What follows belongs to an exercise in optimizing a design on an open flow for small area, a short achievable clock period and few clock cycles; a production flow would make more cautious choices.
Function was checked by simulation only, so behaviour that the tests miss may differ from the original.
Power and IR drop assume default switching activity.

`flow/design.v`:
```
module rs485_frame_asm (
    input  wire         clk,
    input  wire         rst,
    input  wire [255:0] addr_map,
    input  wire         in_valid,
    input  wire [7:0]   in_data,
    output wire         in_ready,
    output wire         out_valid,
    output wire [7:0]   out_data,
    output wire         out_last,
    input  wire         out_ready,
    output wire         idle
);
    localparam integer R  = 264;         
    localparam integer TD = 3;           
    localparam integer NT = R >> TD;
    localparam integer K  = 3;           
    localparam [8:0]   RM = 9'd263;
    function [15:0] crcstep;
        input [15:0] c;
        input [7:0]  b;
        integer i;
        reg [15:0] r;
        begin
            r = c ^ {8'h00, b};
            for (i = 0; i < 8; i = i + 1)
                r = r[0] ? ((r >> 1) ^ 16'hA001) : (r >> 1);
            crcstep = r;
        end
    endfunction
    function [8:0] inc9;
        input [8:0] x;
        inc9 = (x == RM) ? 9'd0 : x + 9'd1;
    endfunction
    function [8:0] dec9;
        input [8:0] x;
        dec9 = (x == 9'd0) ? RM : x - 9'd1;
    endfunction
    function [8:0] subm;
        input [8:0] a;
        input [8:0] b;
        reg [9:0] d;
        begin
            d = {1'b0, a} - {1'b0, b};
            subm = d[9] ? (d[8:0] + 9'd264) : d[8:0];
        end
    endfunction
    reg [8*R-1:0] ring;
    reg [8:0]     T;              
    reg [255:0]   addr_mask;
    reg [7:0]     ib0, ib1;       
    reg [1:0]     icnt;
    reg           in_ready_r;
    reg [8:0]     wp;             
    reg           pbv;            
    reg [7:0]     pb;
    reg           pia_r;          
    reg           pins_v;         
    reg [2:0]     pins_q;         
    reg           pdead;          
    reg [K-1:0]   ev;             
    reg [K-1:0]   enk;            
    reg [8:0]     est  [0:K-1];   
    reg [15:0]    ecrc [0:K-1];
    reg [8:0]     erem [0:K-1];   
    reg [3:0]     eb   [0:K-1];   
    reg [K-1:0]   ehv;            
    reg [2:0]     ehq  [0:K-1];   
    reg [K*K-1:0] older;          
    reg [K-1:0]   lp_done;        
    reg [K-1:0]   lp_pass;        
    reg           lp_03;
    reg [8:0]     qs [0:7];       
    reg [3:0]     qh, qm, qt;     
    reg           ef;             
    reg           ov_v;           
    reg [8:0]     ov;
    reg           ovh_v;          
    reg [2:0]     ovh_q;
    reg           ins_v;          
    reg [8:0]     ins_s;          
    reg [3:0]     ins_b;          
    reg [K-1:0]   ins_nw;         
    reg           resc;           
    reg [8:0]     rs;
    reg           ov_skip;        
    reg           rsk;            
    reg [1:0]     rsk_i;
    reg [8:0]     rsk_rem;
    reg           ord_v;          
    reg [8:0]     rd_s;
    reg [1:0]     rd_i;           
    reg [8:0]     rd_rem;         
    reg [8:0]     rd_st;          
    reg           out_valid_r, out_last_r;
    reg [7:0]     out_data_r;
    reg           idle_r;
    assign in_ready  = in_ready_r;
    assign out_valid = out_valid_r;
    assign out_data  = out_data_r;
    assign out_last  = out_last_r;
    assign idle      = idle_r;
    integer k, j;
    wire [8:0] Tn = inc9(T);      
    wire       pend   = (qm != qt);
    wire       q_emitted = (qh != qm);
    wire [3:0] qcount = qt - qh;
    wire       q_full = (qcount == 4'd8);
    wire [3:0] qt_m1  = qt - 4'd1;
    wire [8:0] P0s    = qs[qm[2:0]];
    wire [8:0] tls    = qs[qt_m1[2:0]];
    reg blocked;
    always @(*) begin
        blocked = 1'b0;
        for (k = 0; k < K; k = k + 1)
            if (ev[k] && eb[k] == qm) blocked = 1'b1;
    end
    wire emit = pend & ~ef & ~blocked & ~ins_v;
    reg [K-1:0] e_host_em;
    always @(*) begin
        for (k = 0; k < K; k = k + 1)
            e_host_em[k] = emit & ehv[k] & (ehq[k] == qm[2:0]);
    end
    wire trig_cond = ov_v & ~(|ev) & ~pend & ~ins_v & ~resc;
    wire ring_empty = ~ord_v & (qh == qt) & ~(|ev) & ~ov_v & ~ins_v &
                      ~pia_r & ~cons_last & ~resc;
    wire [8:0] wp1 = inc9(wp);
    reg  [K-1:0] e_oldest;
    always @(*) begin
        for (k = 0; k < K; k = k + 1) begin
            e_oldest[k] = ev[k];
            for (j = 0; j < K; j = j + 1)
                if (j != k && ev[j] && older[j*K+k]) e_oldest[k] = 1'b0;
        end
    end
    reg  [8:0] oldest;
    reg        oldest_v;
    wire       ins_oldest = ins_v & (qh == qm) & ~(|(ev & ~ins_nw));
    always @(*) begin
        oldest_v = 1'b1;
        oldest   = ov;
        if (ord_v)                                    oldest = rd_s;
        else if (q_emitted)                           oldest = qs[qh[2:0]];
        else if (ins_oldest)                          oldest = ins_s;
        else if (pend && !blocked)                    oldest = qs[qh[2:0]];
        else if (|ev) begin
            for (k = 0; k < K; k = k + 1)
                if (e_oldest[k]) oldest = est[k];
        end else if (ins_v)                           oldest = ins_s;
        else                                          oldest_v = ov_v;
    end
    wire m_wp0 = (oldest_v & (oldest == wp))  | (ov_v & (ov == wp));
    wire m_wp1 = (oldest_v & (oldest == wp1)) | (ov_v & (ov == wp1));
    reg  wl0, wl1, cons_last, sync_r;
    wire wp_live   = cons_last ? wl1 : wl0;
    wire can_write = ring_empty | (sync_r & ~wp_live);
    wire [7:0] rtap = ring[8*R-1 -: 8];    
    wire live_consume = ~resc & (icnt != 2'd0) & ~ins_v & ~trig_cond & can_write;
    wire resc_consume = resc & ~rsk & (rs == Tn) & (rs != wp) & ~ins_v;
    wire resc_skip    = resc & rsk & (rs == Tn) & (rs != wp);
    wire consume = live_consume | resc_consume;
    wire [7:0] cbyte = resc ? rtap : ib0;
    wire [8:0] cslot = resc ? rs : Tn;
    wire [8:0] prev_slot = dec9(resc ? rs : wp);
    wire       prev_isaddr = pbv & addr_mask[pb];
    reg [K-1:0] e_done, e_pass;
    always @(*) begin
        for (k = 0; k < K; k = k + 1) begin
            e_done[k] = ev[k] & lp_done[k];
            e_pass[k] = e_done[k] & lp_pass[k];
        end
    end
    reg [K-1:0] p1_oh, p2_oh;
    reg [1:0]   p1_i, p2_i;
    reg         p1_v, p2_v;
    always @(*) begin
        for (k = 0; k < K; k = k + 1) begin
            p1_oh[k] = e_pass[k];
            for (j = 0; j < K; j = j + 1)
                if (j != k && e_pass[j] && older[j*K+k]) p1_oh[k] = 1'b0;
        end
        for (k = 0; k < K; k = k + 1) begin
            p2_oh[k] = e_pass[k] & ~p1_oh[k];
            for (j = 0; j < K; j = j + 1)
                if (j != k && e_pass[j] && !p1_oh[j] && older[j*K+k]) p2_oh[k] = 1'b0;
        end
        p1_v = |p1_oh; p2_v = |p2_oh;
        p1_i = p1_oh[1] ? 2'd1 : p1_oh[2] ? 2'd2 : 2'd0;
        p2_i = p2_oh[1] ? 2'd1 : p2_oh[2] ? 2'd2 : 2'd0;
    end
    reg [K-1:0] nw_p1, nw_p2;     
    always @(*) begin
        for (k = 0; k < K; k = k + 1) begin
            nw_p1[k] = (k[1:0] != p1_i) & older[p1_i*K+k];
            nw_p2[k] = (k[1:0] != p2_i) & older[p2_i*K+k];
        end
    end
    wire p1_host  = ehv[p1_i];
    wire conflict = (eb[p1_i] != qt);              
    wire tr_ovl   = consume & p1_v & p1_host;
    wire tr_two   = consume & p1_v & ~p1_host & p2_v;
    wire ins_fr   = p1_v & ~p1_host & ~p2_v & ~conflict & ~q_full;
    wire ins_fast = consume & ins_fr;
    wire ins_slow = consume & p1_v & ~p1_host & ~ins_fr;
    wire sp_pop   = ins_v & (qt != ins_b);
    wire sp_trunc = ins_v & ~sp_pop & q_full;
    wire sp_ins   = ins_v & ~sp_pop & ~q_full;
    reg        tr_v;
    reg [8:0]  tr_s;
    reg        tr_hv;
    reg [2:0]  tr_hq;
    reg [K-1:0] tr_kill;
    always @(*) begin
        tr_v = 1'b0; tr_s = 9'd0; tr_hv = 1'b0; tr_hq = 3'd0; tr_kill = {K{1'b0}};
        if (tr_ovl) begin
            tr_v = 1'b1; tr_s = est[p1_i]; tr_hv = 1'b1; tr_hq = ehq[p1_i];
            tr_kill = nw_p1;
        end else if (tr_two) begin
            tr_v = 1'b1; tr_s = est[p2_i]; tr_hv = ehv[p2_i]; tr_hq = ehq[p2_i];
            tr_kill = nw_p2;
        end else if (sp_pop) begin
            tr_v = 1'b1; tr_s = tls;
            for (k = 0; k < K; k = k + 1)
                tr_kill[k] = (eb[k] == qt);
        end else if (sp_trunc) begin
            tr_v = 1'b1; tr_s = ins_s;
            tr_kill = ins_nw;
        end
    end
    wire cr_want = consume & prev_isaddr & lp_03;
    wire       nh_v = ins_fast | pins_v;
    wire [2:0] nh_q = ins_fast ? qt[2:0] : pins_q;
    wire       pins_em = pins_v & emit & (pins_q == qm[2:0]);
    wire       nh_dead = pdead | pins_em;
    reg [1:0] free_i;
    reg       free_v;
    always @(*) begin
        free_v = 1'b0; free_i = 2'd0;
        for (k = K - 1; k >= 0; k = k - 1)
            if (!ev[k]) begin free_v = 1'b1; free_i = k[1:0]; end
    end
    wire cr_ok  = cr_want & ~ov_v & ~nh_dead;
    wire cr_do  = cr_ok & free_v;
    wire cr_ovf = cr_ok & ~free_v & ~tr_v;
    wire [3:0] qt1 = qt + 4'd1;
    wire [7:0] tapv [0:NT-1];
    genvar gt;
    generate
        for (gt = 0; gt < NT; gt = gt + 1) begin : g_tap
            assign tapv[gt] = ring[8*(((gt+1)<<TD)-1) +: 8];
        end
    endgenerate
    wire       oal      = (rd_st[TD-1:0] == {TD{1'b1}});
    wire [7:0] obyte    = tapv[rd_st[8:TD]];
    wire       out_free = ~out_valid_r | out_ready;
    wire       rd_take  = ord_v & oal & out_free;
    wire       rd_lastb = (rd_i == 2'd3) & (rd_rem == 9'd1);
    wire [3:0] qh1 = qh + 4'd1;
    reg  [8:0] pf_st;                    
    wire [8:0] rd_st_inc = (rd_st == RM) ? 9'd0 : rd_st + 9'd1;
    wire quiet = (icnt == 2'd0) & ~resc & ~ins_v & ~emit & ~trig_cond &
                 ~q_emitted & ~ord_v & ~out_valid_r;
    wire [7:0] rtap2 = ring[8*(R-1)-1 -: 8];    
    wire       la_resc = (resc & (rs != wp)) | trig_cond;
    reg  [7:0] nb;
    always @(*) begin
        if (la_resc)                         nb = rtap2;
        else if (live_consume)               nb = (icnt == 2'd2) ? ib1 : in_data;
        else                                 nb = (icnt != 2'd0) ? ib0 : in_data;
    end
    reg [15:0] crc_nx [0:K-1];
    reg [K-1:0] done_nx;
    always @(*) begin
        for (k = 0; k < K; k = k + 1) begin
            if (cr_do && free_i == k[1:0]) begin
                crc_nx[k]  = ecrc[k];
                done_nx[k] = 1'b0;
            end else if (consume && ev[k]) begin
                crc_nx[k]  = crcstep(ecrc[k], cbyte);
                done_nx[k] = enk[k] & (erem[k] == 9'd2);
            end else begin
                crc_nx[k]  = ecrc[k];
                done_nx[k] = enk[k] & (erem[k] == 9'd1);
            end
        end
    end
    always @(posedge clk) begin
        ring <= {ring[8*(R-1)-1:0], live_consume ? ib0 : rtap};
    end
    wire push = in_valid & in_ready_r;
    wire [1:0] icnt_n = icnt + {1'b0, push} - {1'b0, live_consume};
    always @(posedge clk) begin
        if (rst) begin
            addr_mask <= addr_map;
            T <= 9'd0;
            sync_r <= 1'b0;
            cons_last <= 1'b0;
            wl0 <= 1'b0;
            wl1 <= 1'b0;
            icnt <= 2'd0;
            in_ready_r <= 1'b0;
            wp <= 9'd0;
            pbv <= 1'b0;
            pia_r <= 1'b0;
            pins_v <= 1'b0;
            pdead <= 1'b0;
            ev <= {K{1'b0}};
            ehv <= {K{1'b0}};
            qh <= 4'd0; qm <= 4'd0; qt <= 4'd0;
            ef <= 1'b0;
            ov_v <= 1'b0;
            ovh_v <= 1'b0;
            ov_skip <= 1'b0;
            rsk <= 1'b0;
            ins_v <= 1'b0;
            resc <= 1'b0;
            ord_v <= 1'b0;
            out_valid_r <= 1'b0;
            idle_r <= 1'b1;
        end else begin
            T <= Tn;
            pia_r <= prev_isaddr;
            lp_03 <= (nb == 8'h03);
            for (k = 0; k < K; k = k + 1) begin
                lp_done[k] <= done_nx[k];
                lp_pass[k] <= (crc_nx[k] == {8'h00, nb});
            end
            wl0 <= m_wp0;
            wl1 <= m_wp1;
            cons_last <= live_consume;
            sync_r <= live_consume | (wp == inc9(Tn));
            pf_st <= subm(inc9(Tn), qs[qh[2:0]]);
            icnt <= icnt_n;
            in_ready_r <= (icnt_n != 2'd2);
            case (icnt)
                2'd0: if (push) ib0 <= in_data;
                2'd1: begin
                    if (push && live_consume) ib0 <= in_data;
                    else if (push) ib1 <= in_data;
                end
                default: if (live_consume) ib0 <= ib1;
            endcase
            if (live_consume) wp <= inc9(Tn);
            if (consume) begin
                pbv         <= 1'b1;
                pb          <= cbyte;
                pins_v      <= ins_fast;
                pins_q      <= qt[2:0];
                pdead       <= 1'b0;
            end else if (sp_ins) begin
                pins_v      <= 1'b1;
                pins_q      <= qt[2:0];
            end else if (ins_v) begin
                pins_v      <= 1'b0;
            end else if (pins_em) begin
                pins_v      <= 1'b0;
                pdead       <= 1'b1;
            end
            for (k = 0; k < K; k = k + 1) begin
                if ((ins_fast && nw_p1[k]) || (sp_ins && ins_nw[k]))
                    eb[k] <= qt1;
                if (ins_fast && nw_p1[k]) begin
                    ehv[k] <= 1'b1; ehq[k] <= qt[2:0];
                end else if (sp_ins && ins_nw[k]) begin
                    ehv[k] <= 1'b1; ehq[k] <= qt[2:0];
                end
                if (consume && ev[k]) begin
                    ecrc[k] <= crcstep(ecrc[k], cbyte);
                    if (!enk[k]) begin
                        enk[k]  <= 1'b1;
                        erem[k] <= {1'b0, cbyte} + 9'd2;
                    end else begin
                        erem[k] <= erem[k] - 9'd1;
                    end
                end
                if (e_host_em[k] || tr_kill[k] || (consume && e_done[k]))
                    ev[k] <= 1'b0;
                if (cr_do && free_i == k[1:0]) begin
                    ev[k]   <= ~tr_v;
                    enk[k]  <= 1'b0;
                    est[k]  <= prev_slot;
                    ecrc[k] <= crcstep(crcstep(16'hFFFF, pb), 8'h03);
                    eb[k]   <= ins_fast ? qt1 : qt;
                    ehv[k]  <= nh_v;
                    ehq[k]  <= nh_q;
                    for (j = 0; j < K; j = j + 1)
                        if (j != k) begin
                            older[j*K+k] <= 1'b1;
                            older[k*K+j] <= 1'b0;
                        end
                end
            end
            if (cr_ovf) begin
                ov_v  <= 1'b1;
                ov    <= prev_slot;
                ov_skip <= 1'b0;
                ovh_v <= nh_v;
                ovh_q <= nh_q;
            end else if (tr_v) begin
                ovh_v <= tr_hv;
                ovh_q <= tr_hq;
                ov_v  <= 1'b1;
                ov    <= tr_s;
                ov_skip <= 1'b0;
                if (emit && tr_hv && tr_hq == qm[2:0]) begin
                    ovh_v <= 1'b0;
                    ov    <= P0s;
                    ov_skip <= 1'b1;
                end
            end else if (emit && ov_v && ovh_v && ovh_q == qm[2:0]) begin
                ovh_v <= 1'b0;
                ov    <= P0s;
                ov_skip <= 1'b1;
            end else if (trig_cond) begin
                ov_v <= 1'b0;
            end else if ((ins_fast || sp_ins) && ov_v && !ovh_v) begin
                ovh_v <= 1'b1;
                ovh_q <= qt[2:0];
            end
            ef <= live_consume ? 1'b0 : (ef | emit);
            if (consume && p1_v && !q_full) begin
                qs[qt[2:0]] <= est[p1_i];
            end else if (sp_ins) begin
                qs[qt[2:0]] <= ins_s;
            end
            if (ins_fast || sp_ins) qt <= qt + 4'd1;
            else if (sp_pop) qt <= qt - 4'd1;
            if (emit) qm <= qm + 4'd1;
            if (consume && p1_v) begin
                ins_s  <= est[p1_i];
                ins_b  <= eb[p1_i];
                ins_nw <= (nw_p1 | (cr_do ? (1 << free_i) : {K{1'b0}})) &
                          ~(p2_v ? nw_p2 | (1 << p2_i) : {K{1'b0}});
            end else if (ins_v) begin
                ins_nw <= ins_nw & ~tr_kill;
            end
            if (ins_slow) begin
                ins_v  <= 1'b1;
            end else if (sp_trunc || sp_ins) begin
                ins_v <= 1'b0;
            end
            if (trig_cond) begin
                resc <= 1'b1;
                rs   <= ov;
                rsk  <= ov_skip;
                rsk_i <= 2'd0;
                pbv  <= 1'b0;
                pins_v <= 1'b0;
            end else if (resc) begin
                if (resc_consume || resc_skip) rs <= inc9(rs);
                if (rs == wp) resc <= 1'b0;
                if (resc_skip) begin
                    if (rsk_i != 2'd3) rsk_i <= rsk_i + 2'd1;
                    if (rsk_i == 2'd2) rsk_rem <= {1'b0, rtap} + 9'd2;
                    else if (rsk_i == 2'd3) begin
                        rsk_rem <= rsk_rem - 9'd1;
                        if (rsk_rem == 9'd1) rsk <= 1'b0;
                    end
                end
            end
            if (!ord_v) begin
                if (q_emitted) begin
                    ord_v <= 1'b1;
                    rd_s  <= qs[qh[2:0]];
                    rd_i  <= 2'd0;
                    rd_st <= pf_st;
                    qh    <= qh1;
                end
            end else if (rd_take) begin
                rd_s <= inc9(rd_s);
                if (rd_i != 2'd3) rd_i <= rd_i + 2'd1;
                if (rd_i == 2'd2) rd_rem <= {1'b0, obyte} + 9'd2;
                else rd_rem <= rd_rem - 9'd1;
                if (rd_lastb) begin
                    if (q_emitted) begin
                        rd_s  <= qs[qh[2:0]];
                        rd_i  <= 2'd0;
                        rd_st <= pf_st;
                        qh    <= qh1;
                    end else begin
                        ord_v <= 1'b0;
                    end
                end
            end else begin
                rd_st <= rd_st_inc;
            end
            if (rd_take) begin
                out_valid_r <= 1'b1;
                out_data_r  <= obyte;
                out_last_r  <= rd_lastb;
            end else if (out_ready) begin
                out_valid_r <= 1'b0;
            end
            idle_r <= quiet & ~push;
        end
    end
endmodule
```
`flow/flow/run.sh`:
```
#!/bin/bash
set -euo pipefail
bash standard.sh SETUP_SLACK_MARGIN=8 \
  "BUFFER_PORTS_ARGS=-buffer_cell sky130_fd_sc_hd__buf_1" \
  "CTS_ARGS=-sink_clustering_enable -repair_clock_nets -sink_clustering_size 24 -sink_clustering_max_diameter 80 -dont_use_dummy_load" \
  finish > standard_flow.log 2>&1
```
`flow/standard.sh`:
```
#!/bin/bash
# synth_recipe.tcl (not shown) runs the flow's synth.tcl, then flattens the netlist and writes it again
# the make line also repeats each setting of config.mk as NAME=value (left out here)
make -C /OpenROAD-flow-scripts/flow DESIGN_CONFIG=/design/flow/config.mk WORK_HOME=/design/flow/orfs CLKGATE_MAP_FILE= SYNTH_SCRIPT=/design/flow/synth_recipe.tcl "${@:-finish}"
```
`flow/config.mk`:
```
export PLATFORM = sky130hd
export DESIGN_NAME = rs485_frame_asm
export DESIGN_NICKNAME = rs485_frame_asm
export VERILOG_FILES = /design/flow/design.v
export SDC_FILE = /design/flow/constraint.sdc
export NUM_CORES = 8
export LEC_CHECK = 0
export CAP_MARGIN = 20
export CORE_MARGIN = 2
export CORE_UTILIZATION = 60
export CTS_CLUSTER_DIAMETER = 80
export CTS_CLUSTER_SIZE = 24
export PLACE_DENSITY = 0.7
export SLEW_MARGIN = 20
export SYNTH_MEMORY_MAX_BITS = 4096
```
`flow/constraint.sdc`:
```
create_clock -name core_clock -period 12.0 [get_ports {clk}]
set_input_delay 2.4000 -clock core_clock [delete_from_list [all_inputs] [get_ports {clk}]]
set_output_delay 2.4000 -clock core_clock [all_outputs]
set_load 0.01 [all_outputs]
```
==> results of run 1 <==
layer usage:
metal  wire length (µm)  vias to the layer above  GRT usage [%]
met5                 77                        -              0
met4               5380                       14           8.13
met3              10500                      337           4.15
met2              82600                     1417           41.1
met1              77300                    20669           35.8
li1                   -                    19639              -
what timing repair did:
action	4_1_cts	5_1_grt
gates resized for setup	110	63
buffers inserted	34	38
setup endpoints to repair	542	197
pin swaps	20	30
gates cloned	0	2
placed cells by master, fill, tap and decap left out, drive strengths merged, types with 69 or more instances in the layout:
cell type and count:
a22oi 152, a21oi 103, dfxtp 2175, nand2 291
o21ai 105, buf 424, xnor2 219, mux2i 197
mux4 82, nand3 101, inv 69, xor2 136
edfxtp 589, clkbuf 143, nor2 272
area by class of cell:
type | count | area, µm²
timing repair inverter | 1 | 5.00
tap | 1768 | 2210
inverter | 71 | 279
clock buffer | 139 | 3480
multi-input combinational | 2370 | 18200
fill | 9276 | 45100
antenna | 12 | 30.0
sequential | 2764 | 61300
timing repair buffer | 428 | 2400
logic make-up (layout without fill, tap and decap cells):
group	count (synthesis)	count (layout)
AO/OA/AOI/OAI	633	633
AND/OR/NAND/NOR	1001	1001
multiplexers	331	331
XOR/XNOR	358	358
buffers and inverters	275	639
other	0	12
flip-flops	2764	2764
adder cells (fa/ha/maj)	47	47
how the worst max path moves through the flow:
stage                from        endpoint
detailed placement    rst  addr_mask[228]
floorplan           qt[0]          ib0[0]
CTS                  T[1]        pf_st[7]
global placement      rst  addr_mask[228]
finish               T[1]        pf_st[8]
global route         T[1]        pf_st[7]
stage by stage:
stage / instance area, µm² / setup WS, ns / hold slack, ns
after floorplan: 80100 / 8.01 / 0.310
after global placement: 83100 / 5.85 / 0.310
after detailed placement: 83100 / 5.76 / 0.312
after CTS: 87200 / 7.97 / 0.277
after global routing: 87900 / 7.84 / 0.286
final: 87900 / 8.03 / 0.281
sequential cells by signal, indices dropped and copies added (netlist names), 12 cells and up, named ones only:
register	count
ring	2112
addr_mask	256
qs	72
ecrc	48
erem	27
est	27
eb	12
worst register-to-register path: cells and delay by family (launching register included):
family          cells  cell delay (ns)
compound gates      4             0.56
buf+inv             2             0.18
xor+xnor            2             0.38
simple gates       11             1.71
fa+ha+maj           3             0.52
flops               1             0.37
power by group through the flow:
stage / sequential, mW / clock, mW / combinational (mW)
after detailed placement: 10.6 / 0 / 2.09
final: 10.4 / 4.72 / 2.29
after global placement: 10.6 / 0 / 2.07
after floorplan: 10.5 / 0 / 1.49
after global routing: 10.5 / 5.14 / 2.44
after CTS: 10.4 / 4.81 / 2.17
==> flow_summary.toml, run 1 <==
[synth]
synthesis.instances = 5409
synth_top_family_by_area = "simple AND/OR/NAND/NOR gates"
postSynthAreaPerCell_um2 = 14.8
synthDominantCellAreaShare_pct = 54.4
yosys_register_bits = 2764
post_synth_and_or_nand_nor_area_fraction_pct = 6.14
postSynth.asyncResetShare_pct = 0
yosys_warnings = 10
synth_sequential_area_ratio_pct = 76.5
synth_xor_area_share_pct = 3.99
netlist_area_pre_place_mm2 = 0.0800
yosys_most_used_dff = "dfxtp_1"
synth_cell_type_count = 112
synth_largest_area_cell = "dfxtp_1"
syn-num-nets = 5724
share_of_the_synthesized_area_in_compound_gates_ao_oa_aoi_oai_pct = 5.58
synthMostInstantiatedCell = "dfxtp_1"
synth_top_cells_by_area = "dfxtp_1 (54%), edfxtp_1 (22%), mux2i_1 (2.4%)"
multiplexer_share_of_the_synthesized_area_pct = 5.53
number_of_enable_flip_flop_cells_after_synthesis = 589
yosys.area_share.adder_pct = 0.744
synth_top_cells_by_count = "dfxtp_1 (2,175), edfxtp_1 (589), nand2_1 (290)"

[floorplan]
core-area_mm2 = 0.133
width_of_the_chip_um = 369
floorplan.initialDensity_pct = 60.2
boundaryPins = 280
total_die_area_mm2 = 0.136
placement_rows = 134
chipHeight_um = 369

[global_routing]
first_global_vias = 40850
overflow_left_after_global_routing = 0
grt_first_pass_wirelength_um = 260000
grt_start_max_net_pins = 94
antenna_found_initial = 20
gr-usage-all-layers_pct = 25.6

[worst_setup_path]
regToRegSetupSlack_ns = 8.03
cp_data_arrival_time_ns = 4.50
crit_path_frequent_cell = "ha_4"
critical_path_required_ns = 12.53
worstRegToRegCells = 22
crit_family = "simple AND/OR/NAND/NOR gates"
critPathSlowestCell = "dfxtp_4"
crit_path_cell_trace = "ha_4 > and4b_2 > nand2_2 > and2_4 > ha_4 > nand2b_4 > nor3b_2 > nand4_1 > or2_4 > nand2_4 > inv_2 > ha_4 > nor2b_4 > o21ai_1 > nand2b_1 > a21o_1 > a21o_1 > buf_4 > xor2_1 > and3_1 > a31oi_1 > xnor2_1"
timing.critical_path.from_type = "register"
path_buf_inv = 2
timing.critical_path.fanout_max = 6
rr_endpoint = "pf_st[8]"
setup.worst_path.end_class = "register"
crit_cells = 22
critical-path-max-stage-delay_ns = 0.37
rr_startpoint = "T[1]"
path_class = "reg -> reg"

[hold_path]
min_path_type = "reg -> reg"
holdPathStages = 0
hold_start = "ring[1411]"
min_delay_worst_endpoint = "ring[1419]"

[flow_run]
timing.max_cap.violations = 0

[clock_tree]
clkTransAtPathRegs_ns = 0.09
postCtsHoldBufs = 0
cts-root-buf = "clkbuf_16"
clock_latency_at_the_later_pin_of_the_worst_skew_pair_ns = 0.77
cts-htree-levels = 4
cts_inserted_buffers = 139
clockBufferDepth = 3
clock-sinks = 2764
cts_tree = "built"

[power]
worst_ir_drop_vdd_mv = 0.127
net-switching-power_mw = 4.34
total_leakage_power_nw = 32.7
comb_power_share_pct = 13.1
internal-power_mw = 13.1
clock_network_fraction_of_total_power_pct = 27.1
finalPower_mw = 17.4
power-per-cell-area_mw_per_mm2 = 198
switching_share_pct = 24.9
power_share_of_the_sequential_group_pct = 59.8

[drt]
firstDrtPassIters = 6
route.detailed.wl_per_inst_um = 23.3
first_iter_violations = 4286
final_routed_wirelength_um = 176000
vias = 42076
route.detailed.drc = 0
antenna_violating_nets_post_route = 0
routed_via_density = 5.57

[status]
run_status = "timing/DRC/antenna clean"

[placed_design]
detailed_place_hpwl_um = 119000
place.detailed.instances = 7328
replace_congestion = 0.910
io_buffer_count = 279

[sta]
fin_setup_tns_ns = 0
worstMarginPinSlew_ns = 1.11
slew_violations = 0
finalClockSkew_ns = 0.111
setup_violations = 0
max_freq_ghz = 0.252
timing.slew.headroom_pct = 26.2
layout_min_cycle_time_ns = 3.97
rsz_0062_raised_after_global_routing = "true"
post-route-period-util_pct = 33.1
final_hold_viol_count = 0

[final_layout]
finish.utilization_pct = 66.1
finish.cell_count_without_fillers = 7553
area_growth_syn_to_layout_pct = 9.81
drive_gt1_share_pct = 10.5
num-nets-final = 6090
Testbench counts, summed over its fixed seeds: cycles 17,077.
==> run 2, diff against run 1 <==
--- a/flow/design.v
+++ b/flow/design.v
@@ -108,6 +108,8 @@
     wire       q_full = (qcount == 4'd8);
     wire [3:0] qt_m1  = qt - 4'd1;
-    wire [8:0] P0s    = qs[qm[2:0]];
-    wire [8:0] tls    = qs[qt_m1[2:0]];
+    wire [2:0] qx_i   = ins_v ? qt_m1[2:0] : qm[2:0];
+    wire [8:0] qx     = qs[qx_i];
+    wire [8:0] P0s    = qx;
+    wire [8:0] tls    = qx;
     reg blocked;
     always @(*) begin
==> flow_summary.toml, run 2 <==
[global_routing]
antenna_found_initial = 22
gr-usage-all-layers_pct = 25.6
first_global_vias = 40548
overflow_left_after_global_routing = 0
grt_first_pass_wirelength_um = 257000
grt_start_max_net_pins = 186

[sta]
rsz_0062_raised_after_global_routing = "true"
postLayoutSetupSlackWorst_ns = 7.92
final_hold_viol_count = 0
finalClockSkew_ns = 0.106
layout_min_cycle_time_ns = 4.08
max_freq_ghz = 0.245
setup_violations = 0
worstMarginPinSlew_ns = 1.23
post-route-period-util_pct = 34.0
timing.slew.headroom_pct = 17.1
slew_violations = 0
fin_setup_tns_ns = 0
worst_hold_slack_ns = 0.219

[final_layout]
layout.cells.most_common_list = "dfxtp_1 (2,150), edfxtp_1 (589), nand2_1 (279)"
num-nets-final = 6053
area_growth_syn_to_layout_pct = 9.86
number_of_flip_flops_under_the_largest_register_name = 2112
finish.cell_count_without_fillers = 7505
largest-register = "ring"
drive_gt1_share_pct = 9.69
commonest_non_fill_non_tap_cell_in_the_layout = "dfxtp_1"

[clock_tree]
cts-root-buf = "clkbuf_16"
cts-htree-levels = 4
clockBufferDepth = 3
postCtsHoldBufs = 0
clock-sinks = 2761
cts_inserted_buffers = 139
clock_latency_at_the_later_pin_of_the_worst_skew_pair_ns = 0.78
clkTransAtPathRegs_ns = 0.09
cts_tree = "built"

[worst_setup_path]
timing.critical_path.fanout_max = 38
path_class = "in -> reg"
timing.critical_path.from_type = "input pin"
cp_data_arrival_time_ns = 4.45
setup.worst_path.end_class = "register"
critical_path_required_ns = 12.37
regToRegSetupSlack_ns = 8.08

[floorplan]
total_die_area_mm2 = 0.135
width_of_the_chip_um = 367
core-area_mm2 = 0.131
chipHeight_um = 367
boundaryPins = 280
floorplan.initialDensity_pct = 60.3
placement_rows = 133

[drt]
firstDrtPassIters = 6
route.detailed.wl_per_inst_um = 23.4
vias = 41625
antenna_violating_nets_post_route = 0
routed_via_density = 5.55
final_routed_wirelength_um = 175000
route.detailed.drc = 0
first_iter_violations = 3950

[synth]
synthesis.instances = 5368
synth_cell_type_count = 103
number_of_enable_flip_flop_cells_after_synthesis = 589
yosys_warnings = 10
synth_top_cells_by_area = "dfxtp_1 (55%), edfxtp_1 (22%), mux2i_1 (3.2%)"
postSynthAreaPerCell_um2 = 14.8
synth_top_cells_by_count = "dfxtp_1 (2,172), edfxtp_1 (589), nor2_1 (291)"
synth_sequential_area_ratio_pct = 77.2
synthMostInstantiatedCell = "dfxtp_1"
synth_largest_area_cell = "dfxtp_1"
yosys_register_bits = 2761
syn-num-nets = 5683
netlist_area_pre_place_mm2 = 0.0792
yosys_most_used_dff = "dfxtp_1"
synthDominantCellAreaShare_pct = 54.9
postSynth.asyncResetShare_pct = 0

[placed_design]
dp_slack_ns = 5.83
replace_congestion = 0.928
io_buffer_count = 279
place.detailed.instances = 7284
detailed_place_hpwl_um = 116000

[power]
total_leakage_power_nw = 32.8
finalPower_mw = 17.2
worst_ir_drop_vdd_mv = 0.161
power-per-cell-area_mw_per_mm2 = 197

[status]
run_status = "timing/DRC/antenna clean"

[flow_run]
timing.max_cap.violations = 0

[hold_path]
min_path_type = "reg -> reg"
[run 2: through the flow]
| stage | area [µm²] | utilization, % |
|---|---|---|
| after floorplan | 79200 | - |
| after global placement | 82200 | 62.6 |
| after detailed placement | 82200 | 62.6 |
| after CTS | 86400 | 65.8 |
| after global routing | 87000 | 66.3 |
| final | 87000 | 66.3 |
[run 2: area by class of cell]
type                            instances  area (µm²)
Tap cell                             1755        2200
Antenna cell                           14        35.0
Sequential cell                      2761       61200
Timing Repair Buffer                  419        2360
Multi-Input combinational cell       2342       17400
Clock buffer                          139        3480
Inverter                               75         308
Fill cell                            9119       44300
[run 2: critical path, cell delays in order]
cell and delay (ns):
clkbuf_4 0.11, buf_4 0.27, inv_4 0.38, nand2_2 0.34, or3_1 0.51, nor2_4 0.35
[run 2: kinds of logic after synthesis]
group	after synthesis	share of synthesized area [%]
flip-flops	2761	77.2
AND/OR/NAND/NOR	960	5.85
AO/OA/AOI/OAI	644	5.57
XOR/XNOR	343	3.86
multiplexers	343	5.19
buffers and inverters	270	1.56
adder cells (fa/ha/maj)	47	0.752
[run 2: power breakdown]
| group | total [mW] | switching (mW) | internal, mW | leakage [nW] |
|---|---|---|---|---|
| clock network | 4.76 | 2.69 | 2.07 | 1.71 |
| logic | 2.03 | 1.27 | 0.752 | 8.00 |
| registers | 10.4 | 0.291 | 10.1 | 23.1 |
[run 2: worst paths after layout]
| check | to | cells after the start | from |
|---|---|---|---|
| worst max-delay path | est[0][0] | 6 | rst |
| worst min-delay path | ring[736] | 0 | ring[728] |
| worst max register to register | rd_rem[7] | 13 | rd_st[3] |
| worst min register to register | ring[736] | 0 | ring[728] |
[run 2: metal layers]
metal	share of wire (%)	GRT usage (%)	vias up	routed length [µm]
met5	0.030	0	-	52
met4	3.3	8.71	8	5730
li1	-	-	19377	-
met1	43	35.3	20381	75400
met2	47	41.3	1502	82900
met3	6.5	4.18	357	11300
[run 2: repair_timing]
action | CTS | global route
setup buffers | 29 | 30
endpoints found under the setup margin | 537 | 331
pin swaps | 12 | 16
gates cloned | 3 | 6
hold endpoints to repair | 0 | 0
gates resized for setup | 97 | 82
Testbench counts of run 2, summed over its fixed seeds: cycles 17,077.
==> run 3, diff against run 2 <==
==> flow/flow/run.sh (replaced) <==
#!/bin/bash
set -euo pipefail
bash standard.sh SETUP_SLACK_MARGIN=8 \
  "BUFFER_PORTS_ARGS=-buffer_cell sky130_fd_sc_hd__buf_1" \
  "CTS_ARGS=-sink_clustering_enable -repair_clock_nets -sink_clustering_size 16 -sink_clustering_max_diameter 60 -dont_use_dummy_load -buf_list sky130_fd_sc_hd__clkbuf_8" \
  finish > standard_flow.log 2>&1
==> flow_summary.toml, run 3 <==
[drt]
route.detailed.drc = 0
first_iter_violations = 3657
firstDrtPassIters = 6
vias = 41652
routed_via_density = 5.50
route.detailed.wl_per_inst_um = 22.9
antenna_violating_nets_post_route = 0
final_routed_wirelength_um = 173000

[synth]
synth_sequential_area_ratio_pct = 77.2
multiplexer_share_of_the_synthesized_area_pct = 5.19
syn-num-nets = 5683
synthDominantCellAreaShare_pct = 54.9
yosys_warnings = 10
synthMostInstantiatedCell = "dfxtp_1"
share_of_the_synthesized_area_in_compound_gates_ao_oa_aoi_oai_pct = 5.57
synth_largest_area_cell = "dfxtp_1"
synth_top_family_by_area = "simple AND/OR/NAND/NOR gates"
synth_cell_type_count = 103
yosys_register_bits = 2761
synth_top_cells_by_area = "dfxtp_1 (55%), edfxtp_1 (22%), mux2i_1 (3.2%)"
synth_top_cells_by_count = "dfxtp_1 (2,172), edfxtp_1 (589), nor2_1 (291)"
yosys_most_used_dff = "dfxtp_1"
number_of_enable_flip_flop_cells_after_synthesis = 589
synth_xor_area_share_pct = 3.86
netlist_area_pre_place_mm2 = 0.0792
yosys.area_share.adder_pct = 0.752
synthesis.instances = 5368
post_synth_and_or_nand_nor_area_fraction_pct = 5.85
postSynthAreaPerCell_um2 = 14.8
postSynth.asyncResetShare_pct = 0

[worst_setup_path]
critical_path_required_ns = 12.63
path_class = "in -> reg"
critical-path-max-stage-delay_ns = 0.37
timing.critical_path.fanout_max = 38
path_buf_inv = 4
crit_cells = 8
critPathSlowestCell = "inv_4"
worstRegToRegCells = 14
crit_path_cell_trace = "clkbuf_4 > buf_4 > inv_4 > nand2_2 > o21bai_1 > nand2_2 > nor3_4 > buf_12"
cp_data_arrival_time_ns = 4.59
crit_path_frequent_cell = "nand2_2"
setup.worst_path.end_class = "register"
timing.critical_path.from_type = "input pin"
crit_family = "buffers and inverters"

[final_layout]
num-nets-final = 6125
layout.cells.most_common_list = "dfxtp_1 (2,149), edfxtp_1 (589), nand2_1 (279), buf_1 (279), nor2_1 (253)"
number_of_flip_flops_under_the_largest_register_name = 2112
finish.utilization_pct = 65.9
design_area_mm2 = 0.0865
largest-register = "ring"
drive_gt1_share_pct = 10.9
commonest_non_fill_non_tap_cell_in_the_layout = "dfxtp_1"
area_growth_syn_to_layout_pct = 9.21
n_fill_cell = 9254

[floorplan]
floorplan.initialDensity_pct = 60.3
width_of_the_chip_um = 367
placement_rows = 133
total_die_area_mm2 = 0.135
chipHeight_um = 367
core-area_mm2 = 0.131
boundaryPins = 280

[sta]
setup_violations = 0
layout_min_cycle_time_ns = 3.96
worstMarginPinSlew_ns = 1.12
timing.slew.headroom_pct = 24.3
fin_setup_tns_ns = 0
finalClockSkew_ns = 0.0979
rsz_0062_raised_after_global_routing = "false"
final_hold_viol_count = 0
post-route-period-util_pct = 33.0
max_freq_ghz = 0.253
slew_violations = 0

[power]
comb_power_share_pct = 12.2
total_leakage_power_nw = 32.6
switching_share_pct = 25.3
clock_network_fraction_of_total_power_pct = 25.1
power-per-cell-area_mw_per_mm2 = 192
power_share_of_the_sequential_group_pct = 62.7
internal-power_mw = 12.4
net-switching-power_mw = 4.19
worst_ir_drop_vdd_mv = 0.113

[clock_tree]
clock-sinks = 2761
cts_inserted_buffers = 206
cts-htree-levels = 4
postCtsHoldBufs = 0
cts-root-buf = "clkbuf_8"
cts_tree = "built"
clockBufferDepth = 3
clock_latency_at_the_later_pin_of_the_worst_skew_pair_ns = 0.92
clkTransAtPathRegs_ns = 0.10

[global_routing]
overflow_left_after_global_routing = 0
first_global_vias = 40745
gr-usage-all-layers_pct = 25.4
antenna_found_initial = 24
grt_start_max_net_pins = 186
grt_first_pass_wirelength_um = 255000

[placed_design]
detailed_place_hpwl_um = 116000
placed_cell_area_mm2 = 0.0822
io_buffer_count = 279
replace_congestion = 0.928

[hold_path]
min_path_type = "reg -> reg"
holdPathStages = 0

[flow_run]
timing.max_cap.violations = 0

[status]
run_status = "timing/DRC/antenna clean"
==> run 3: changes by cell type in the layout (fill, tap and decap cells not counted), sizes merged <==
| cell | delta |
|---|---|
| bufbuf | +1 |
| clkinvlp | -1 |
| inv | +1 |
| clkbuf | +63 |
| buf | +8 |
==> run 3: what timing repair did <==
action | in CTS | in global routing
gates resized for setup | 106 | 80
cloned | 4 | 4
buffers inserted | 33 | 32
pin swaps | 16 | 19
endpoints found under the setup margin | 347 | 398
==> run 3: worst paths after layout <==
kind	from	slack, ns	end
setup / recovery	rst	8.04	qs[0][1]
hold reg to reg	ring[728]	0.24	ring[736]
hold / removal	ring[728]	0.24	ring[736]
setup reg to reg	ev[1]	8.12	ov[0]
==> run 3: cells by family after synthesis <==
kind of cell,Yosys count
adder cells (fa/ha/maj),47
multiplexers,343
XOR/XNOR,343
buffers and inverters,270
flip-flops,2761
AO/OA/AOI/OAI,644
AND/OR/NAND/NOR,960
==> run 3: cell type report <==
cell class | instances | area (µm²) | area share [%]
sequential | 2761 | 61200 | 70.8
multi-input combinational | 2342 | 17500 | 20.2
clock buffer | 206 | 2840 | 3.28
timing repair buffer | 424 | 2420 | 2.80
tap | 1755 | 2200 | 2.54
inverter | 75 | 315 | 0.364
antenna | 14 | 35.0 | 0.0405
==> run 3: metrics by stage <==
| step | hold WS (ns) | setup slack, ns | power [mW] | instances |
|---|---|---|---|---|
| 5_1_grt | 0.239 | 7.93 | 17.2 | 7577 |
| 3_3_place_gp | 0.310 | 5.88 | 12.4 | 7284 |
| 2_1_floorplan | 0.310 | 8.04 | 11.7 | 5368 |
| 3_5_place_dp | 0.312 | 5.83 | 12.4 | 7284 |
| 6_report | 0.245 | 8.04 | 16.6 | 7577 |
| 4_1_cts | 0.234 | 7.98 | 16.6 | 7527 |
==> run 3: worst register-to-register path, cell delays in order, from the launching register on <==
cell	delay [ns]
dfxtp_1	0.36
buf_6	0.24
nand4_1	0.20
nand3_1	0.19
buf_12	0.23
mux2_2	0.37
mux2i_1	0.13
buf_4	0.25
nand2_1	0.20
o31ai_4	0.38
a31oi_1	0.15
o211ai_2	0.30
nand2_4	0.19
a211o_1	0.32
o211a_1	0.13
==> run 3: power by group through the flow <==
stage          Clock, mW  Combinational, mW  Sequential, mW
3_5_place_dp           0               1.83            10.6
5_1_grt             4.59               2.16            10.4
2_1_floorplan          0               1.28            10.4
4_1_cts             4.26               1.93            10.4
6_report            4.16               2.03            10.4
3_3_place_gp           0               1.81            10.6
==> run 3: metal layers <==
metal  track usage, %  part of all wire [%]  vias up  wire length, µm
li1                 -                     -    19493                -
met5                0                 0.022        -               38
met1             35.0                    43    20282            75400
met3             4.52                   6.5      369            11200
met4             9.27                   3.4        6             5980
met2             40.4                    47     1502            80900
==> run 4, diff against run 3 <==
--- a/flow/design.v
+++ b/flow/design.v
@@ -12,9 +12,9 @@
     output wire         idle
 );
-    localparam integer R  = 264;         
+    localparam integer R  = 261;         
     localparam integer TD = 3;           
     localparam integer NT = R >> TD;
     localparam integer K  = 3;           
-    localparam [8:0]   RM = 9'd263;
+    localparam [8:0]   RM = 9'd260;
     function [15:0] crcstep;
         input [15:0] c;
@@ -43,5 +43,5 @@
         begin
             d = {1'b0, a} - {1'b0, b};
-            subm = d[9] ? (d[8:0] + 9'd264) : d[8:0];
+            subm = d[9] ? (d[8:0] + 9'd261) : d[8:0];
         end
     endfunction
==> flow_summary.toml, run 4 <==
[worst_setup_path]
setup.worst_path.end_class = "register"
crit_path_frequent_cell = "nand3_2"
cp_data_arrival_time_ns = 4.74
critical_path_required_ns = 12.58
critPathSlowestCell = "or4b_4"
critical-path-max-stage-delay_ns = 0.62
timing.critical_path.fanout_max = 5
crit_path_cell_trace = "or4b_4 > o21ai_4 > ha_2 > nand3_2 > nor3_4 > nand2_2 > nand2_2 > ha_4 > inv_2 > fa_2 > a21oi_2 > nor2_1 > nor2_1 > o21ai_1 > a21oi_2 > xnor2_2 > nand3_2 > nor3b_2 > nand3_2 > xor2_2"
path_class = "reg -> reg"
timing.critical_path.from_type = "register"

[power]
finalPower_mw = 17.0
worst_ir_drop_vdd_mv = 0.133
total_leakage_power_nw = 32.7
power-per-cell-area_mw_per_mm2 = 196

[synth]
synth_cell_type_count = 103
synthDominantCellAreaShare_pct = 54.4
yosys_most_used_dff = "dfxtp_1"
postSynthAreaPerCell_um2 = 14.4
synthesis.instances = 5504
yosys_register_bits = 2737
synth_top_cells_by_count = "dfxtp_1 (2,148), edfxtp_1 (589), nand2_1 (360)"
synth_largest_area_cell = "dfxtp_1"
netlist_area_pre_place_mm2 = 0.0791
synth_top_cells_by_area = "dfxtp_1 (54%), edfxtp_1 (22%), xnor2_1 (2.6%)"
synth_sequential_area_ratio_pct = 76.7
number_of_enable_flip_flop_cells_after_synthesis = 589
syn-num-nets = 5825
yosys_warnings = 10
synthMostInstantiatedCell = "dfxtp_1"
postSynth.asyncResetShare_pct = 0

[global_routing]
grt_first_pass_wirelength_um = 260000
grt_start_max_net_pins = 93
met2_usage_grt_pct = 41.4
antenna_found_initial = 25
overflow_left_after_global_routing = 0
first_global_vias = 41637
gr-usage-all-layers_pct = 25.8
grt.met3_usage_pct = 4.33
top_usage_layer = "met2"
grtUsageMet1_pct = 35.6

[final_layout]
drive_gt1_share_pct = 11.7
multi_input_area_mm2 = 0.0182
area_growth_syn_to_layout_pct = 9.95
design_area_mm2 = 0.0870
largest-register = "ring"
seq_area_mm2 = 0.0607
number_of_flip_flops_under_the_largest_register_name = 2088
layout.cells.most_common_list = "dfxtp_1 (2,122), edfxtp_1 (589), nand2_1 (356)"
finish.utilization_pct = 66.3
commonest_non_fill_non_tap_cell_in_the_layout = "dfxtp_1"
num-nets-final = 6276
n_fill_cell = 9443

[drt]
route.detailed.drc = 0
firstDrtPassIters = 8
final_routed_wirelength_um = 176000
antenna_violating_nets_post_route = 0
vias = 42682
first_iter_violations = 3545
routed_via_density = 5.52
route.detailed.wl_per_inst_um = 22.8

[sta]
final_hold_viol_count = 0
max_freq_ghz = 0.240
slew_violations = 0
rsz_0062_raised_after_global_routing = "true"
worstMarginPinSlew_ns = 1.16
timing.slew.headroom_pct = 22.5
finalClockSkew_ns = 0.162
fin_setup_tns_ns = 0
post-route-period-util_pct = 34.7
layout_min_cycle_time_ns = 4.16
postLayoutSetupSlackWorst_ns = 7.84
setup_violations = 0

[floorplan]
width_of_the_chip_um = 367
boundaryPins = 280
chipHeight_um = 367
floorplan.initialDensity_pct = 60.3
core-area_mm2 = 0.131
placement_rows = 133
total_die_area_mm2 = 0.135

[clock_tree]
clockBufferDepth = 3
cts-root-buf = "clkbuf_8"
cts_tree = "built"
cts-htree-levels = 4
clkTransAtPathRegs_ns = 0.09
cts_inserted_buffers = 203
clock-sinks = 2737
clock_latency_at_the_later_pin_of_the_worst_skew_pair_ns = 0.98
postCtsHoldBufs = 0

[hold_path]
min_path_type = "reg -> reg"

[placed_design]
dp_slack_ns = 6.42
placed_cell_area_mm2 = 0.0822
replace_congestion = 0.908
detailed_place_hpwl_um = 120000
io_buffer_count = 279

[flow_run]
timing.max_cap.violations = 0

[status]
run_status = "timing/DRC/antenna clean"
## run 4: changes by cell type after synthesis, sizes merged, moves of 17 or more
cell	before	now
a21oi	111	134
clkbuf	97	122
dfxtp	2172	2148
inv	74	91
mux2i	253	193
nand2	287	360
nand3	59	121
xnor2	208	233
xor2	131	114
## run 4: final timing paths
kind	from	endpoint	slack, ns	cells after the start
worst min-delay path	ring[23]	ring[31]	0.26	0
worst max register to register	T[4]	pf_st[7]	7.84	20
worst max-delay path	T[4]	pf_st[7]	7.84	20
worst min register to register	ring[23]	ring[31]	0.26	0
## run 4: timing repair
item / in CTS / in global routing
setup endpoints to repair: 429 / 288
resized for setup: 144 / 101
setup buffers: 47 / 42
pin swaps: 35 / 36
gates cloned: 3 / 3
## run 4: cell families (layout without fill, tap and decap cells)
kind of cell               count (synthesis)  in the layout  synth area share, %
DFF                                     2737           2737                 76.7
and+or+nand+nor                         1104           1105                 6.68
AOI/OAI and AO/OA                        676            676                 5.80
xor gates and xnor gates                 351            351                 3.96
buffers and inverters                    297            745                 1.56
muxes                                    286            286                 4.43
adders and majority gates                 53             53                0.848
other                                      0             20                    0
## run 4: per-layer routing
metal | vias to the layer above | part of all wire [%]
li1 | 19985 | -
met5 | - | 0.024
met3 | 387 | 6.2
met1 | 20850 | 44
met4 | 6 | 3.8
met2 | 1454 | 47
## run 4: power by group
group          leakage [nW]  internal [mW]  switching [mW]
logic                  8.31          0.979            1.58
clock network          1.46           1.51            2.60
registers              22.9           10.1           0.312
## run 4: critical path: cells and delay by family (launching register included)
family                   cells  cell delay [ns]
flip-flops                   1             0.35
buffers and inverters        1             0.04
AND/OR/NAND/NOR             10             1.80
adder cells (fa/ha/maj)      3             0.74
XOR/XNOR                     2             0.34
AO/OA/AOI/OAI                4             0.61
## run 4: final cells by class
cell class,count,area share (%)
Timing Repair Buffer,451,3.04
Clock buffer,203,3.21
Inverter,91,0.433
Tap cell,1755,2.52
Antenna cell,20,0.0575
Sequential cell,2737,69.8
Multi-Input combinational cell,2471,20.9
## run 4: stage by stage
stage	instances	hold WS, ns
after global placement	7410	0.309
after detailed placement	7410	0.312
final	7728	0.263
after floorplan	5504	0.310
after CTS	7663	0.263
after global routing	7724	0.271
Testbench counts of run 4, summed over its fixed seeds: cycles 17,074.
==> run 5, diff against run 4 <==
==> flow/flow/run.sh (replaced) <==
#!/bin/bash
set -euo pipefail
bash standard.sh SETUP_SLACK_MARGIN=8 \
  "BUFFER_PORTS_ARGS=-buffer_cell sky130_fd_sc_hd__buf_1" \
  "CTS_ARGS=-sink_clustering_enable -repair_clock_nets -sink_clustering_size 20 -sink_clustering_max_diameter 70 -dont_use_dummy_load -buf_list sky130_fd_sc_hd__clkbuf_8" \
  finish > standard_flow.log 2>&1
==> flow_summary.toml, run 5 <==
[power]
power_share_of_the_sequential_group_pct = 62.2
comb_power_share_pct = 15.2
switching_share_pct = 26.5
power-per-cell-area_mw_per_mm2 = 194
clock_network_fraction_of_total_power_pct = 22.7
finalPower_mw = 16.7
net-switching-power_mw = 4.42
total_leakage_power_nw = 32.3
internal-power_mw = 12.3
worst_ir_drop_vdd_mv = 0.118

[worst_setup_path]
crit_family = "simple AND/OR/NAND/NOR gates"
path_class = "reg -> reg"
critical_path_required_ns = 12.58
timing.critical_path.from_type = "register"
setup.worst_path.end_class = "register"
cp_data_arrival_time_ns = 4.78
crit_path_cell_trace = "or4b_4 > o21ai_4 > ha_2 > nand3_2 > nor3_4 > nand2_2 > and2_4 > buf_12 > fa_2 > a21oi_2 > nor2_1 > nor2_1 > o21ai_1 > a21oi_2 > xnor2_2 > nand3_2 > nor3b_2 > nand3_1 > xor2_2"
timing.critical_path.fanout_max = 5
path_buf_inv = 1
rr_startpoint = "T[5]"
critical-path-max-stage-delay_ns = 0.61
critPathSlowestCell = "or4b_4"
critPathLaunch = "T[5]"

[synth]
netlist_area_pre_place_mm2 = 0.0791
synth_cell_type_count = 103
synth_sequential_area_ratio_pct = 76.7
synth_top_cells_by_count = "dfxtp_1 (2,148), edfxtp_1 (589), nand2_1 (360)"
number_of_enable_flip_flop_cells_after_synthesis = 589
synthesis.instances = 5504
synthMostInstantiatedCell = "dfxtp_1"
postSynth.asyncResetShare_pct = 0
synth_top_cells_by_area = "dfxtp_1 (54%), edfxtp_1 (22%), xnor2_1 (2.6%)"
yosys_warnings = 10
synth_largest_area_cell = "dfxtp_1"
syn-num-nets = 5825
synthDominantCellAreaShare_pct = 54.4
yosys_register_bits = 2737
yosys_most_used_dff = "dfxtp_1"
postSynthAreaPerCell_um2 = 14.4

[drt]
final_routed_wirelength_um = 175000
routed_via_density = 5.54
route.detailed.wl_per_inst_um = 22.9
firstDrtPassIters = 9
first_iter_violations = 3514
antenna_violating_nets_post_route = 0
route.detailed.drc = 0
vias = 42513

[floorplan]
total_die_area_mm2 = 0.135
boundaryPins = 280
chipHeight_um = 367
width_of_the_chip_um = 367
placement_rows = 133
core-area_mm2 = 0.131
floorplan.initialDensity_pct = 60.3

[placed_design]
detailed_place_hpwl_um = 120000
replace_congestion = 0.908
dp_slack_ns = 6.42
io_buffer_count = 279

[flow_run]
timing.max_cap.violations = 0

[clock_tree]
cts-root-buf = "clkbuf_8"
cts_tree = "built"
cts_inserted_buffers = 166
clock_latency_at_the_later_pin_of_the_worst_skew_pair_ns = 0.94
clock-sinks = 2737
postCtsHoldBufs = 0
clkTransAtPathRegs_ns = 0.12
clockBufferDepth = 3
cts-htree-levels = 4

[global_routing]
first_global_vias = 41495
grt_first_pass_wirelength_um = 259000
antenna_found_initial = 30
overflow_left_after_global_routing = 0
gr-usage-all-layers_pct = 25.8
grt_start_max_net_pins = 93

[final_layout]
commonest_non_fill_non_tap_cell_in_the_layout = "dfxtp_1"
number_of_flip_flops_under_the_largest_register_name = 2088
multi_input_area_mm2 = 0.0182
drive_gt1_share_pct = 10.8
layout.cells.most_common_list = "dfxtp_1 (2,123), edfxtp_1 (589), nand2_1 (355)"
largest-register = "ring"
num-nets-final = 6219
n_fill_cell = 9534
area_growth_syn_to_layout_pct = 9.05
seq_area_mm2 = 0.0607

[sta]
finalClockSkew_ns = 0.134
layout_min_cycle_time_ns = 4.21
final_hold_viol_count = 0
post-route-period-util_pct = 35.1
rsz_0062_raised_after_global_routing = "true"
slew_violations = 0
timing.slew.headroom_pct = 20.6
worstMarginPinSlew_ns = 1.19
setup_violations = 0
fin_setup_tns_ns = 0
max_freq_ghz = 0.238
postLayoutSetupSlackWorst_ns = 7.79

[status]
run_status = "timing/DRC/antenna clean"

[hold_path]
min_path_type = "reg -> reg"
hold_start = "ring[1925]"
[run 5: per-stage QoR]
stage	instances	cell area (µm²)	hold slack [ns]	util, %
finish	7670	86300	0.237	65.8
CTS	7620	85600	0.212	65.3
floorplan	5504	79200	0.310	-
global route	7667	86300	0.225	65.8
global placement	7410	82200	0.309	62.7
detailed placement	7410	82200	0.312	62.7
[run 5: metal layers]
layer | GRT usage [%] | part of all wire (%) | vias to the layer above
li1 | - | - | 19855
met1 | 35.8 | 44 | 20822
met2 | 41.5 | 47 | 1465
met3 | 3.72 | 5.7 | 363
met4 | 9.41 | 3.6 | 8
met5 | 0 | 0.030 | -
[run 5: what timing repair did]
| action | in CTS | in global routing |
|---|---|---|
| buffers inserted | 40 | 30 |
| endpoints found under the hold margin | 0 | 0 |
| pin swaps | 41 | 29 |
| gates resized for setup | 141 | 94 |
| setup endpoints to repair | 433 | 231 |
| cloned | 4 | 1 |
[run 5: cell type report]
type                    instances  share of cell area [%]
flip-flops and latches       2737                    70.4
multi-input cells            2472                    21.1
repair buffers                430                    2.83
clock buffers                 166                    2.65
well taps                    1755                    2.55
inverters                      91                   0.434
diodes                         19                  0.0551
[run 5: power by group through the flow]
stage                     registers [mW]  logic, mW  clock network, mW
after global routing                10.4       2.70               4.19
after detailed placement            10.6       2.27                  0
after floorplan                     10.4       1.58                  0
after global placement              10.6       2.25                  0
final                               10.4       2.53               3.78
after CTS                           10.4       2.41               3.88
[run 5: cells by family after synthesis]
group	Yosys count	share of synthesized area, %
flops	2737	76.7
simple gates	1104	6.68
fa+ha+maj	53	0.848
mux	286	4.43
buf+inv	297	1.56
compound gates	676	5.80
xor+xnor	351	3.96
[run 5: worst reg2reg max path: stages (launching register included)]
cell	delay, ns
dfxtp_4	0.37
or4b_4	0.61
o21ai_4	0.19
ha_2	0.20
nand3_2	0.08
nor3_4	0.18
nand2_2	0.12
and2_4	0.19
buf_12	0.12
fa_2	0.37
a21oi_2	0.14
nor2_1	0.05
nor2_1	0.18
o21ai_1	0.11
a21oi_2	0.20
xnor2_2	0.16
nand3_2	0.12
nor3b_2	0.21
nand3_1	0.15
xor2_2	0.23
[run 5: worst paths after layout]
check	slack, ns	end	cells past startpoint
setup / recovery	7.79	pf_st[7]	19
hold / removal	0.24	ring[1933]	0
setup reg to reg	7.79	pf_st[7]	19
hold reg to reg	0.24	ring[1933]	0

-- re-timing with driven ports --
In the flow no input, the clock included, has a driving cell. The finished layouts below were timed again as built, in two steps. Step 1: set_driving_cell puts a clkbuf_16 on clk and a buf_2 on each other input, an assumption about the parent block. Step 2 also shifts input and output timing later by t, the mid clock arrival at the registers, as if the neighbouring blocks saw the same clock. Three values: no drivers, after step 1, after step 2; two values: the first two.
run | t, ns | setup WS [ns] | slew at the worst register clock pin (ns)
run 1 | 0.800 | 8.026 / 8.026 / 7.320 | 0.10 / 0.10
run 2 | 0.818 | 7.923 / 7.984 / 7.166 | 0.10 / 0.10
run 3 | 0.954 | 8.043 / 8.024 / 7.146 | 0.10 / 0.10
run 4 | 0.973 | 7.837 / 7.837 / 7.207 | 0.10 / 0.10
run 5 | 0.941 | 7.790 / 7.790 / 7.163 | 0.12 / 0.12
After both steps setup and hold are still met in every run listed. The setup slack of run 3, which loses most, moves by -0.019 ns with the drivers and by -0.897 ns with both steps.
